Source: an optimization exercise on an open RTL-to-GDS flow (aim: small area). Production flows keep margins and buffers that such runs may drop.
Only simulation tests tie the RTL to the original design; equivalence was not proved.
Power figures rest on the tool's default switching activity, not on a simulated workload.

`flow/cutff.py`:
```
#!/usr/bin/env python3
# Cuts every flip-flop out of a flat gate netlist: the cell goes, its
# output net is driven by a new input port ffq_<n> and each input pin
# but the clock becomes a new output port ffd_<pin>_<n>; n is the
# instance name, which both netlists share. Leaves a combinational netlist.
import re, sys
src = open(sys.argv[1]).read()
ffre = re.compile(r'\n(\s*)(sky130_fd_sc_hd__(?:e?dfxtp|dfxbp|edfxbp|dfrtp|dfstp|sdf\w*|dfbbp)_\d+)\s+(\S+)\s*\((.*?)\);', re.S)
ports_in, ports_out, assigns = [], [], []
def sane(n):
    return re.sub(r'[^A-Za-z0-9_]', '_', n.lstrip('\\'))
def repl(m):
    inst = sane(m.group(3))
    pins = dict((p, n.strip()) for p, n in re.findall(r'\.(\w+)\(([^)]*)\)', m.group(4)))
    for p, n in pins.items():
        if p in ('Q', 'Q_N'):
            q = 'ffq_%s_%s' % (p, inst); ports_in.append(q); assigns.append('  assign %s = %s ;' % (n, q))
        elif p not in ('CLK',):
            d = 'ffd_%s_%s' % (p, inst); ports_out.append(d); assigns.append('  assign %s = %s ;' % (d, n))
    return '\n'
body = ffre.sub(repl, src)
m = re.search(r'module\s+(\w+)\s*\((.*?)\);', body, re.S)
newports = m.group(2) + ''.join(', ' + p for p in ports_in + ports_out)
body = body[:m.start(2)] + newports + body[m.end(2):]
i = body.index(';', m.start()) + 1
decl = ''.join('\n  input %s;' % p for p in ports_in) + ''.join('\n  output %s;' % p for p in ports_out)
body = body[:i] + decl + body[i:]
j = body.rindex('endmodule')
body = body[:j] + '\n'.join(assigns) + '\n' + body[j:]
open(sys.argv[2], 'w').write(body)
```
`constraint.sdc`:
```
create_clock -name core_clock -period 125.0 [get_ports {clk}]
set_input_delay 25.0000 -clock core_clock [delete_from_list [all_inputs] [get_ports {clk}]]
set_output_delay 25.0000 -clock core_clock [all_outputs]
set_load 0.01 [all_outputs]
```
`standard.sh`:
```
#!/bin/bash
# synth_recipe.tcl (not shown) runs the flow's synth.tcl, then flattens the netlist and writes it again
# the make line also repeats each setting of config.mk as NAME=value (left out here)
make -C /OpenROAD-flow-scripts/flow DESIGN_CONFIG=/design/flow/config.mk WORK_HOME=/design/flow/orfs CLKGATE_MAP_FILE= SYNTH_SCRIPT=/design/flow/synth_recipe.tcl "${@:-finish}"
```
`config.mk`:
```
export PLATFORM = sky130hd
export DESIGN_NAME = dccap_fa
export DESIGN_NICKNAME = dccap_fa
export VERILOG_FILES = /design/flow/design.v
export SDC_FILE = /design/flow/constraint.sdc
export NUM_CORES = 4
export LEC_CHECK = 0
export ABC_AREA = 1
export CAP_MARGIN = 5
export CORE_MARGIN = 2
export CORE_UTILIZATION = 65
export CTS_BUF_LIST = sky130_fd_sc_hd__clkbuf_8
export SLEW_MARGIN = 5
```
`flow/run.sh`:
```
#!/bin/bash
# Layout flow: the standard synthesis, then an area-oriented re-mapping
# of its combinational logic (the registers stay as the standard synthesis
# made them, and the re-mapped netlist is proven equivalent to it before it
# is used), then the standard ORFS steps with 1x port buffers.
# Each tool writes its full output to a log file here.
set -uo pipefail
LIB=$FLOW_HOME/platforms/sky130hd/lib/sky130_fd_sc_hd__tt_025C_1v80.lib
R=orfs/results/sky130hd/dccap_fa/base
DONT="-dont_use *lpflow* -dont_use *probe* -dont_use *clkdly* -dont_use *dlygate*"

bash standard.sh synth > synth.log 2>&1 || exit 1
cp $R/1_2_yosys.v syn_std.v

python3 flow/libgen.py $LIB cells_all.v > libgen.log 2>&1

# area re-mapping: &deepsyn from four seeds in parallel, the smallest kept
for S in 1 2 3 4; do
  printf 'strash\n&get -n\n&deepsyn -T 240 -S %s\n&put\ndch -f\namap\nstrash\ndch -f\namap\ntopo\n' $S > remap_$S.abc
  cat > remap_$S.ys <<EOF
read_verilog cells_all.v
read_verilog syn_std.v
hierarchy -top dccap_fa
flatten
techmap
opt -purge
abc -script remap_$S.abc -liberty $LIB $DONT
opt_clean -purge
hilomap -hicell sky130_fd_sc_hd__conb_1 HI -locell sky130_fd_sc_hd__conb_1 LO
insbuf -buf sky130_fd_sc_hd__buf_1 A X
splitnets
opt_clean -purge
stat -liberty $LIB
write_verilog -noattr -nohex -nodec syn_remap_$S.v
EOF
  yosys -s remap_$S.ys > remap_$S.log 2>&1 &
done
wait
BEST=""; BESTA=""
for S in 1 2 3 4; do
  A=$(sed -n "s/.*Chip area for module '.dccap_fa': *//p" remap_$S.log | tail -1)
  echo "seed $S: $A" >> remap_areas.log
  if [ -n "$A" ] && [ -f syn_remap_$S.v ]; then
    if [ -z "$BESTA" ] || python3 -c "import sys; sys.exit(0 if $A < $BESTA else 1)"; then BEST=$S; BESTA=$A; fi
  fi
done
echo "best seed: $BEST ($BESTA)" >> remap_areas.log
[ -n "$BEST" ] && cp syn_remap_$BEST.v syn_remap.v

# equivalence: both netlists with every flip-flop cut out (its output an
# input port, its inputs output ports, named by the shared instance name),
# internal names hidden, so only the ports are matched
cat > equiv.ys <<EOF
read_verilog cells_all.v
read_verilog syn_std_cut.v
rename dccap_fa gold
read_verilog syn_remap_cut.v
rename dccap_fa gate
hierarchy -check
flatten
select -module gold
rename -hide w:* i:* %d o:* %d
select -clear
select -module gate
rename -hide w:* i:* %d o:* %d
select -clear
techmap
opt -purge
equiv_make gold gate equiv
hierarchy -top equiv
equiv_simple
equiv_status -assert
EOF
USE=0
if [ -f syn_remap.v ] \
   && python3 flow/cutff.py syn_std.v syn_std_cut.v > cutff.log 2>&1 \
   && python3 flow/cutff.py syn_remap.v syn_remap_cut.v >> cutff.log 2>&1 \
   && timeout 1500 yosys -s equiv.ys > equiv.log 2>&1; then
  USE=1
fi
echo "use remapped netlist: $USE" > remap_status.log
if [ $USE = 1 ]; then
  cp syn_remap.v $R/1_2_yosys.v
  rm -f $R/1_synth.odb $R/1_synth.sdc
fi

# the rest of the standard flow, with 1x port buffers, and CTS without
# dummy clock loads, on the clock buffers of config.mk's CTS_BUF_LIST
BUFS=$(sed -n 's/^export CTS_BUF_LIST *= *//p' config.mk)
[ -z "$BUFS" ] && BUFS=sky130_fd_sc_hd__clkbuf_8
CSZ=$(sed -n 's/^export CTS_CLUSTER_SIZE *= *//p' config.mk)
CDI=$(sed -n 's/^export CTS_CLUSTER_DIAMETER *= *//p' config.mk)
CEXTRA=""
[ -n "$CSZ" ] && CEXTRA="$CEXTRA -sink_clustering_size $CSZ"
[ -n "$CDI" ] && CEXTRA="$CEXTRA -sink_clustering_max_diameter $CDI"
echo "CTS buffers: $BUFS; clustering:$CEXTRA" > cts_bufs.log
sed "s/\"\\\${@:-finish}\"/BUFFER_PORTS_ARGS='-buffer_cell sky130_fd_sc_hd__buf_1' CTS_ARGS='-sink_clustering_enable -repair_clock_nets -dont_use_dummy_load$CEXTRA -buf_list \"$BUFS\"' \"\\\${@:-finish}\"/" standard.sh > standard_buf1.sh
bash standard_buf1.sh > layout.log 2>&1
```
`design.v`:
```
module dccap_framer (
    input  wire        clk,
    input  wire        rst,
    input  wire        tick,
    input  wire        cmd_ill,      
    input  wire        cmd_fr,       
    input  wire        op2, op3, op4, op5, op6,
    input  wire [7:0]  cmd_a,
    input  wire [15:0] cmd_d,
    output wire        bus_req,
    output wire        bus_rd,
    output wire [1:0]  bus_len,
    output reg  [23:0] bus_wdata,
    input  wire        bus_ack,
    input  wire        bus_ok,
    input  wire [15:0] bus_rdata,
    output wire [5:0]  fr_st,        
    output reg  [27:0] result,       
    output reg         result_v
);
    localparam [4:0] S_FIN_R  = 5'd0;
    localparam [4:0] S_TX3W   = 5'd1;
    localparam [4:0] S_FIN_W  = 5'd2;
    localparam [4:0] S_TX1I   = 5'd5;
    localparam [4:0] S_RXI    = 5'd6;
    localparam [4:0] S_IDCHK  = 5'd7;
    localparam [4:0] S_SETTLE = 5'd26;
    localparam [4:0] S_FIN_I  = 5'd27;
    localparam [4:0] S_TX1A   = 5'd28;
    localparam [4:0] S_RXA    = 5'd29;
    localparam [4:0] S_TX1B   = 5'd30;
    localparam [4:0] S_RXB    = 5'd31;
    integer i;
    reg        busy;
    reg [1:0]  err;
    reg        ovr, ill, idmm;
    reg [4:0]  st;
    reg [1:0]  att;         
    reg        wt;          
    reg [13:0] wc;
    reg [27:0] w;
    assign fr_st = {idmm, ill, ovr, err, busy};
    wire is_tx1  = (st == S_TX1I) | (st == S_TX1A) | (st == S_TX1B);
    wire is_rx   = (st == S_RXI)  | (st == S_RXA)  | (st == S_RXB);
    wire is_tx3i = (st[4:3] == 2'b01) | (st[4:3] == 2'b10) | (st[4:1] == 4'b1100);
    wire is_tx3w = (st == S_TX3W);
    wire is_bus  = is_tx1 | is_rx | is_tx3i | is_tx3w;
    wire is_set  = (st == S_SETTLE);
    wire g2 = (st[4:2] == 3'b010);    
    wire g3 = (st[4:2] == 3'b011);    
    wire g4 = (st[4:2] == 3'b100);    
    wire g5 = (st[4:2] == 3'b101);    
    wire g6 = (st[4:2] == 3'b110);    
    wire [7:0] a1e = st[1] ? {7'b0010000, st[0]} : {7'b0001111, st[0]};
    wire [23:0] rom = {24{g2}} & {6'b000101, st[1:0], 16'h1001}
                    | {24{g3}} & {a1e, 16'h8800}
                    | {24{g4}} & {6'b000100, st[1:0], 16'h000A}
                    | {24{g5}} & {6'b000010, st[1:0], 16'hFFFF}
                    | {24{g6}} & (st[0] ? 24'h1A1E01 : 24'h1BC20D);
    assign bus_req = busy & ~wt & is_bus;
    assign bus_rd  = is_rx;
    assign bus_len = {~is_tx1, ~is_rx};
    always @(*) begin
        if (is_tx3i)      bus_wdata = rom;
        else if (is_rx)   bus_wdata = 24'd0;
        else if (is_tx3w) bus_wdata = w[23:0];
        else              bus_wdata = {w[23:16], 16'd0};
    end
    reg [4:0] st_inc;
    reg       c;
    always @(*) begin
        c = 1'b1;
        for (i = 0; i < 5; i = i + 1) begin
            st_inc[i] = st[i] ^ c;
            c = c & st[i];
        end
    end
    localparam [13:0] WC_BACKOFF = 14'h3D3F;
    localparam [13:0] WC_SETTLE  = 14'h3364;
    wire [13:0] wc_start = is_set ? WC_SETTLE : WC_BACKOFF;
    wire [13:0] wc_step  = {wc[12:0], wc[13] ^ wc[12] ^ wc[11] ^ wc[1]};
    wire        wc_end   = &wc;
    always @(posedge clk)
        if (busy & ~wt & ((st == S_IDCHK) | (st == S_FIN_R)))
            result <= w;
    always @(posedge clk) begin
        if (rst) begin
            busy   <= 1'b0;
            err    <= 2'd0;
            ovr    <= 1'b0;
            ill    <= 1'b0;
            idmm   <= 1'b0;
            result_v <= 1'b0;
            wt     <= 1'b0;
        end else begin
            if (busy) begin
                if (wt) begin
                    if (wc_end) begin
                        wt <= 1'b0;
                        if (is_set) st  <= st_inc;
                        else        att <= {att[0], ~att[0]};
                    end else if (tick) begin
                        wc <= wc_step;
                    end
                end else if (is_bus) begin
                    if (bus_ack) begin
                        if (bus_ok) begin
                            if (st == S_RXA) begin
                                w[15:0] <= bus_rdata;
                                w[16]   <= 1'b1;
                            end else if (is_rx) begin
                                w <= {w[11:0], bus_rdata};
                            end
                            st  <= st_inc;
                            att <= 2'd0;
                        end else if (att != 2'd2) begin
                            wt <= 1'b1;
                            wc <= wc_start;
                        end else begin
                            err  <= 2'd1;
                            busy <= 1'b0;
                        end
                    end
                end else if (st == S_IDCHK) begin
                    result_v <= 1'b1;
                    idmm   <= (w[15:0] != 16'h3055);
                    st     <= st_inc;
                end else if (is_set) begin
                    wt <= 1'b1;
                    wc <= wc_start;
                end else begin
                    if (st == S_FIN_R) result_v <= 1'b1;
                    err  <= 2'd0;
                    busy <= 1'b0;
                end
            end
            if (cmd_ill) ill <= 1'b1;
            if (cmd_fr) begin
                if (busy) begin
                    ovr <= 1'b1;
                end else if (op3 & |cmd_a[7:2]) begin
                    err <= 2'd2;
                end else begin
                    st  <= op3 ? S_TX1A : (op2 | op4) ? S_TX1B : op6 ? S_TX1I : S_TX3W;
                    att <= 2'd0;
                    wt  <= 1'b0;
                    err <= 2'd0;
                    if (op6) idmm <= 1'b0;
                    busy <= 1'b1;
                    w[15:0]  <= cmd_d | {op5, 15'd0};
                    w[23:16] <= (op3 ? {cmd_a[6:0], 1'b0} : cmd_a)
                              | ((op4 | op6) ? 8'h7F : 8'h00)
                              | (op5 ? 8'h1A : 8'h00);
                end
            end
        end
    end
endmodule
module dccap_act (
    input  wire        clk,
    input  wire        rst,
    input  wire        tick,
    input  wire        set_duty,     
    input  wire [15:0] duty_arg,
    input  wire        set_hz,       
    input  wire [23:0] hz_arg,
    output wire        out_a,
    output wire        out_b,
    output wire        out_pwm,
    output wire [8:0]  act_lo,       
    output wire [1:0]  view,         
    output reg  [6:0]  duty,         
    output reg  [6:0]  duty_act,     
    output reg         ccr_upd,
    output reg  [23:0] tog_hz,       
    output reg         tog_run,
    output wire [15:0] tog_reload
);
    integer i, j;
    reg [3:0]  pwm_lo;       
    reg [6:0]  pwm_hi;       
    reg [15:0] tog_cnt;
    reg        pending;
    reg [1:0]  hb_phase;     
    reg        hb_a, hb_b;   
    reg [10:0] hb_dt;
    wire hb_dead = hb_phase[1];
    assign out_a = hb_a & ~hb_dead;
    assign out_b = hb_b & ~hb_dead;
    wire hz_load  = set_hz & |hz_arg;
    wire hz_small = ~|tog_hz[23:3];
    reg [18:0] nr;
    reg [18:0] sm;
    reg [15:0] q;
    reg        cy, a_, b_, ovf;
    always @(*) begin
        nr = ~19'd500000;
        for (i = 15; i >= 0; i = i - 1) begin
            cy = 1'b0;
            sm = nr;
            for (j = 0; j < 19; j = j + 1) begin
                if (j + i <= 18) begin
                    a_ = nr[j+i];
                    b_ = tog_hz[j];
                    sm[j+i] = a_ ^ b_ ^ cy;
                    cy = (a_ & b_) | (a_ & cy) | (b_ & cy);
                end
            end
            ovf = 1'b0;
            for (j = 0; j < 24; j = j + 1)
                if (j >= 19 - i) ovf = ovf | tog_hz[j];
            q[i] = ~cy & ~ovf;
            if (q[i]) nr = sm;
        end
    end
    assign tog_reload = hz_small ? 16'hFFFF : {q[15:1], q[0] | ~|q};
    reg [15:0] cnt_inc;
    reg        c;
    always @(*) begin
        c = 1'b1;
        for (i = 0; i < 16; i = i + 1) begin
            cnt_inc[i] = tog_cnt[i] ^ c;
            c = c & tog_cnt[i];
        end
    end
    wire tog_event = tog_run & (cnt_inc == tog_reload);
    wire lo9  = pwm_lo[3] & pwm_lo[0];
    wire hi99 = pwm_hi[6] & pwm_hi[5] & pwm_hi[1] & pwm_hi[0];
    wire wrap = lo9 & hi99;
    reg [3:0] lo_inc;
    reg [6:0] hi_inc;
    always @(*) begin
        c = 1'b1;
        for (i = 0; i < 4; i = i + 1) begin
            lo_inc[i] = pwm_lo[i] ^ c;
            c = c & pwm_lo[i];
        end
        c = 1'b1;
        for (i = 0; i < 7; i = i + 1) begin
            hi_inc[i] = pwm_hi[i] ^ c;
            c = c & pwm_hi[i];
        end
    end
    reg lt;
    always @(*) begin
        lt = 1'b0;
        for (i = 0; i < 7; i = i + 1)
            lt = (~pwm_hi[i] & duty_act[i]) | (~(pwm_hi[i] ^ duty_act[i]) & lt);
    end
    wire da100 = duty_act[6] & duty_act[5] & duty_act[2];
    assign out_pwm = lt & ~(da100 & wrap);
    wire        neg   = duty_arg[15];
    wire [6:0]  dl    = duty_arg[6:0];
    wire        gt100 = |duty_arg[14:7] | (dl[6] & dl[5] & (dl[4] | dl[3] | (dl[2] & (dl[1] | dl[0]))));
    wire [6:0]  duty_new = neg ? 7'd0 : gt100 ? 7'd100 : dl;
    localparam [10:0] DT_START = 11'h7FB;
    wire [10:0] dt_step = {hb_dt[9:0], hb_dt[10] ^ hb_dt[8]};
    wire        dt_done = &hb_dt;
    always @(posedge clk) begin
        if (tick) begin
            if (tog_event) tog_cnt <= 16'd0;
            else           tog_cnt <= cnt_inc;
        end
        if (hb_phase == 2'd1)         hb_dt <= DT_START;
        else if (tick)                hb_dt <= dt_step;
        if (hz_load) tog_cnt <= 16'd0;
        if (hz_load) tog_hz  <= hz_arg;
        if (rst) begin
            duty     <= 7'd0;
            duty_act <= 7'd0;
            ccr_upd  <= 1'b0;
            pwm_lo   <= 4'd0;
            pwm_hi   <= 7'd0;
            tog_run  <= 1'b0;
            pending  <= 1'b0;
            hb_phase <= 2'd0;
            hb_a     <= 1'b0;
            hb_b     <= 1'b0;
        end else begin
            if (tick) begin
                if (tog_event) pending <= 1'b1;
                if (lo9) begin
                    pwm_lo <= 4'd0;
                    if (hi99) begin
                        pwm_hi <= 7'd0;
                        if (ccr_upd) begin
                            duty_act <= duty;
                            ccr_upd  <= 1'b0;
                        end
                    end else begin
                        pwm_hi <= hi_inc;
                    end
                end else begin
                    pwm_lo <= lo_inc;
                end
            end
            case (hb_phase)
                2'd0: if (pending) hb_phase <= 2'd1;
                2'd1: begin
                    pending  <= 1'b0;
                    hb_phase <= 2'd2;
                end
                default: if (dt_done) begin
                    hb_a     <= ~hb_a;
                    hb_b     <= hb_a;
                    hb_phase <= 2'd0;
                end
            endcase
            if (set_duty) begin
                duty    <= duty_new;
                ccr_upd <= 1'b1;
            end
            if (hz_load) tog_run <= 1'b1;
        end
    end
    assign view   = {~pending & (hb_phase != 2'd0), pending};
    assign act_lo = {out_pwm, out_b, out_a, hb_phase, tog_run, pending, out_b, out_a};
endmodule
module dccap_fa (
    input  wire        clk,
    input  wire        rst,          
    input  wire        tick,         
    input  wire        cmd_we,
    input  wire [31:0] cmd_wdata,
    input  wire [2:0]  rd_addr,
    output reg  [31:0] rd_data,
    output wire        busy,         
    output wire        bus_req,
    output wire        bus_rd,
    output wire [1:0]  bus_len,
    output wire [23:0] bus_wdata,
    input  wire        bus_ack,
    input  wire        bus_ok,
    input  wire [15:0] bus_rdata,
    output wire        out_a,
    output wire        out_b,
    output wire        out_pwm
);
    wire [3:0]  op = cmd_wdata[31:28];
    wire [3:0]  z  = cmd_wdata[27:24];
    wire [7:0]  a  = cmd_wdata[23:16];
    wire [15:0] d  = cmd_wdata[15:0];
    wire z0 = ~|z;
    wire a0 = ~|a;
    wire d0 = ~|d;
    wire op1 = (op == 4'h1);
    wire op2 = (op == 4'h2);
    wire op3 = (op == 4'h3);
    wire op4 = (op == 4'h4);
    wire op5 = (op == 4'h5);
    wire op6 = (op == 4'h6);
    wire op8 = (op == 4'h8);
    wire op9 = (op == 4'h9);
    wire legal_fr  = z0 & (op1 | ((op2 | op3) & d0) | ((op4 | op5 | op6) & a0 & d0));
    wire legal_act = z0 & ((op8 & a0) | op9);
    wire cmd_ill  = cmd_we & ~legal_fr & ~legal_act;
    wire cmd_fr   = cmd_we & legal_fr;
    wire set_duty = cmd_we & z0 & op8 & a0;
    wire set_hz   = cmd_we & z0 & op9;
    wire [5:0]  fr_st;        
    wire [27:0] result;
    wire        result_v, tog_run;
    wire [23:0] tog_hz;
    wire [15:0] tog_reload;
    wire [6:0]  duty, duty_act;
    wire        ccr_upd;
    wire [8:0]  act_lo;       
    wire [1:0]  view;
    dccap_framer u_framer (
        .clk       (clk),
        .rst       (rst),
        .tick      (tick),
        .cmd_ill   (cmd_ill),
        .cmd_fr    (cmd_fr),
        .op2       (op2),
        .op3       (op3),
        .op4       (op4),
        .op5       (op5),
        .op6       (op6),
        .cmd_a     (a),
        .cmd_d     (d),
        .bus_req   (bus_req),
        .bus_rd    (bus_rd),
        .bus_len   (bus_len),
        .bus_wdata (bus_wdata),
        .bus_ack   (bus_ack),
        .bus_ok    (bus_ok),
        .bus_rdata (bus_rdata),
        .fr_st     (fr_st),
        .result    (result),
        .result_v  (result_v)
    );
    dccap_act u_act (
        .clk        (clk),
        .rst        (rst),
        .tick       (tick),
        .set_duty   (set_duty),
        .duty_arg   (d),
        .set_hz     (set_hz),
        .hz_arg     (cmd_wdata[23:0]),
        .out_a      (out_a),
        .out_b      (out_b),
        .out_pwm    (out_pwm),
        .act_lo     (act_lo),
        .view       (view),
        .duty       (duty),
        .duty_act   (duty_act),
        .ccr_upd    (ccr_upd),
        .tog_hz     (tog_hz),
        .tog_run    (tog_run),
        .tog_reload (tog_reload)
    );
    assign busy = fr_st[0];
    wire [6:0] cx = rd_addr[0] ? duty : duty_act;
    reg  [8:0] c5;            
    reg        cc;
    integer i;
    always @(*) begin
        c5[1:0] = cx[1:0];
        cc = 1'b0;
        for (i = 2; i < 9; i = i + 1) begin
            c5[i] = (i < 7 ? cx[i] : 1'b0) ^ cx[i-2] ^ cc;
            cc    = ((i < 7 ? cx[i] : 1'b0) & cx[i-2]) | (((i < 7 ? cx[i] : 1'b0) ^ cx[i-2]) & cc);
        end
    end
    wire       cx100 = cx[6] & cx[5] & cx[2];
    wire [9:0] ccr   = {c5[8:3], cx100 ? 4'b0111 : {c5[2:0], 1'b0}};
    always @(*) begin
        case (rd_addr)
            3'd0:    rd_data = 32'd0;           
            3'd1:    rd_data = {21'd0, fr_st[5:3], 2'b00, fr_st[2:1], 3'd0, fr_st[0]};
            3'd2:    rd_data = {4'd0, result & {28{result_v}}};
            3'd3:    rd_data = {6'd0, view, 1'b0, duty, 7'd0, act_lo};
            3'd4:    rd_data = {8'd0, tog_hz & {24{tog_run}}};
            3'd5:    rd_data = {16'd0, tog_reload & {16{tog_run}}};
            3'd6:    rd_data = {22'd0, ccr};
            default: rd_data = {ccr_upd, 21'd0, ccr};
        endcase
    end
endmodule
```
`flow/libgen.py`:
```
#!/usr/bin/env python3
# Writes Verilog models of a liberty file's cells: combinational cells as
# assigns of their functions, every other cell as a blackbox.
import re, sys
lib = open(sys.argv[1]).read()
out = open(sys.argv[2], 'w')
# cells kept as blackboxes even when combinational (argv[3:] name prefixes)
keep = sys.argv[3:]

def blocks(text, kw):
    # yields (name, body) of top-level 'kw (name) { ... }' groups
    for m in re.finditer(r'\b' + kw + r'\s*\(\s*"?([^")]*)"?\s*\)\s*\{', text):
        i = m.end(); depth = 1
        while depth:
            c = text[i]
            if c == '{': depth += 1
            elif c == '}': depth -= 1
            i += 1
        yield m.group(1), text[m.end():i - 1], m.start()

cells = []
for name, body, _ in blocks(lib, 'cell'):
    cells.append((name, body))
for name, body in cells:
    seq = re.search(r'\b(ff|latch|statetable|ff_bank)\s*\(', body) is not None
    pins = []
    for pn, pb, _ in blocks(body, 'pin'):
        d = re.search(r'direction\s*:\s*"?(\w+)', pb)
        f = re.search(r'\bfunction\s*:\s*"([^"]*)"', pb)
        if any(q[0] == pn for q in pins):
            continue
        pins.append((pn, d.group(1) if d else 'input', f.group(1) if f else None))
    if not pins:
        continue
    outs = [p for p in pins if p[1] == 'output']
    comb = (not seq) and outs and all(p[2] for p in outs)
    if comb and any(('VPWR' in p[2] or 'VGND' in p[2]) for p in outs):
        comb = False
    if any(name.startswith(k) for k in keep):
        comb = False
    ports = ', '.join(p[0] for p in pins)
    if not comb:
        out.write('(* blackbox *)\n')
    out.write('module %s(%s);\n' % (name, ports))
    for pn, d, f in pins:
        out.write('  %s %s;\n' % ('output' if d == 'output' else ('inout' if d == 'inout' else 'input'), pn))
    if comb:
        for pn, d, f in outs:
            e = f.replace('!', '~').replace('+', '|')
            # juxtaposition AND is not used in this library
            out.write('  assign %s = %s;\n' % (pn, e))
    out.write('endmodule\n')
```
==> key figures <==
Status
  • Outcome: no timing/DRC/antenna violations

Floorplan
  • Core ar.: 18,800 sq um
  • Row count: 50
  • Die footprint: 20,300 sq um
  • Initial core utilization: 0.664
  • Die height: 142 microns
  • Die W: 142 microns
  • Boundary Pins: 121

Place
  • PortBufs: 117
  • Placer Congestion: 0.988
  • Placed Area: 13,400 sq um
  • DP HPWL: 31.9 mm

Layout
  • Final cell area excluding filler cells: 13,600 sq um
  • Most common cell after layout, fill and taps aside: nor2_1
  • Area grow syn2layout: 9.10%
  • Share of cells above drive strength 1: 0.0215
  • Final core occ: 0.724
  • Diode count: 0
  • NumNets Final: 2,014
  • Most frequent cells in the layout: nor2_1, nand2_1, clkinv_1
  • Fill cells: 1,607

Setup path
  • Crit end category: primary output
  • Critical Path Fanout Max: 27
  • WS Path Type: flip-flop to primary output
  • Cell mode on critical path: nor2_1
  • CP required: 100,000 ps
  • Worst endpoint data arrival time: 57,950 ps
  • CP max-delay cell: clkinv_1
  • Startpoint types: flip-flop
  • Worst path max stage delay: 940 ps

STA
  • Period Utilization, post-route: 0.664
  • RSZ-0062 raised after global routing: no
  • Slew margin rel.: 0.206
  • Worst Max-Slew Pin Slew: 1190 ps
  • Fin crit period: 82,950 ps
  • Final setup viols: 0
  • Fmax: 0.0121 GHz
  • Final Max Tran Viols: 0
  • Worst hold slack: 408 ps
  • Final hold violations: 0
  • Fin Clk Skew: 51.5 ps
  • Setup TNS: 0 ps

Pwr
  • Pwr/cell area: 7.75 nW/um^2
  • Leak pwr: 4.47 nW
  • Peak VDD IR: 0.00644 mV
  • Power consumption: 0.000105 W

Clocking
  • Level count of the clock H-tree: 4
  • Number of gates resized after cts: 0
  • Clock slew at reported path FFs: 90 ps
  • Cts hold-fix bufs: 0
  • Post-CTS Setup Inserts: 0
  • Total CTS buffers: 17
  • CTS tree: yes
  • Clk buf depth: 2
  • Clock sinks: 168
  • Clock root buffer: clkbuf_8
  • Clock insertion delay at the later pin of the skew report: 470 ps

Logic synthesis
  • Synth warnings: 3
  • Syn Std Cell Area: 12,500 sq um
  • Syn Nets: 1,859
  • Avg Inst Size Synth: 6.91 sq um
  • Post-synthesis cell count: 1,802

Global routing
  • First-pass GRT wire length: 64.5 mm
  • Vias in the first global route: 12,853
  • Initial antenna violation count: 0
  • GR Util All Layers: 0.407
  • Total gr overflow: 0
  • Largest net degree at the start of global routing: 38

Drt
  • DR vias: 14,435
  • Via-per-instance ratio: 6.59
  • Initial DRC Count: 1,768
  • DRT Pass-1 Iters: 7
  • DRT Wirelength: 42.0 mm
  • WL/cell: 19.2 microns
  • DRC Markers: 0
  • Routed wl met2: 18.6 mm
  • Routed length on met1: 15.5 mm
  • Post-DRT Antenna Nets: 0
  • Highest Signal Layer: met4
  • Met3 WL post-DR: 4.86 mm

Hold path
  • Worst Hold Class: flip-flop to flip-flop

Flow run
  • MaxCap Viol Count: 0
==> routing by layer <==
metal  track usage  vias to the layer above
li1              -                     6849
met1         0.505                     6418
met2         0.646                      951
met3        0.0774                      217
met4         0.275                        0
met5             0                        -
==> sequential cells by signal (all words and copies together) (netlist names), 4 cells and up <==
| register | count |
|---|---|
| u_framer.w | 28 |
| u_act.pwm_lo | 4 |
| u_act.hb_dt | 11 |
| u_framer.wc | 14 |
| u_act.pwm_hi | 7 |
| u_framer.st | 5 |
| u_act.duty_act | 7 |
| u_act.duty | 7 |
| u_act.tog_cnt | 16 |
| u_act.tog_hz | 24 |
| u_framer.result | 28 |
==> stage by stage <==
stage / std cells / setup slack (ps)
after floorplan: 1802 / 54370
after global placement: 2172 / 46880
after detailed placement: 2172 / 44630
after CTS: 2189 / 43780
after global routing: 2189 / 36020
final: 2189 / 42050
==> worst max-delay path, delay by kind of cell, from the launching register on <==
family | cells | cell delay [ps]
compound gates | 131 | 27300
xor+xnor | 2 | 440
buf+inv | 26 | 7480
flops | 1 | 920
simple gates | 138 | 21310
==> path summary, 6_finish.rpt <==
| check | to | slack (ps) | startpoint | depth (start not counted) |
|---|---|---|---|---|
| worst max register to register | u_act.tog_cnt[15] | 66520 | u_act.tog_hz[3] | 301 |
| worst min register to register | u_framer.result[27] | 410 | u_framer.w[27] | 0 |
| worst min-delay path | u_framer.result[27] | 410 | u_framer.w[27] | 0 |
| worst max-delay path | rd_data[0] | 42050 | u_act.tog_hz[3] | 297 |
==> report_power, final <==
group          total (W)  switching, W  internal (W)
combinational  0.0000125    0.00000819    0.00000432
sequential     0.0000633    0.00000216     0.0000611
clock          0.0000295     0.0000175     0.0000120
==> final cells by class <==
class | instances | area [sq um] | share of cell area
Inverter | 194 | 728 | 0.0536
Sequential cell | 168 | 4370 | 0.322
Timing Repair Buffer | 139 | 604 | 0.0445
Tap cell | 234 | 293 | 0.0215
Multi-Input combinational cell | 1437 | 7360 | 0.541
Clock buffer | 17 | 234 | 0.0172

## re-timing with driven ports
In the flow no input, the clock included, has a driving cell. The finished layout below was timed again as built, in two steps. Step 1 sets driving cells, clkbuf_16 on the clock port and buf_2 on the other inputs (assumed; they add their load-dependent delay and slew). Step 2, shift: input delay + t, output delay - t, t = (earliest + latest rising clock arrival at the registers) / 2. This alone moves slack from input paths to output paths. Slacks: no drivers / after step 1 / after step 2; pairs: no drivers / after step 1.
t (ns): 0.487
setup WS [ns]: 42.051 / 42.007 / 42.494
hold slack, ns: 0.408 / 0.408 / 0.408
After both steps setup and hold are still met in this run. The setup slack of this run moves by -0.044 ns with the drivers and by +0.443 ns with both steps.
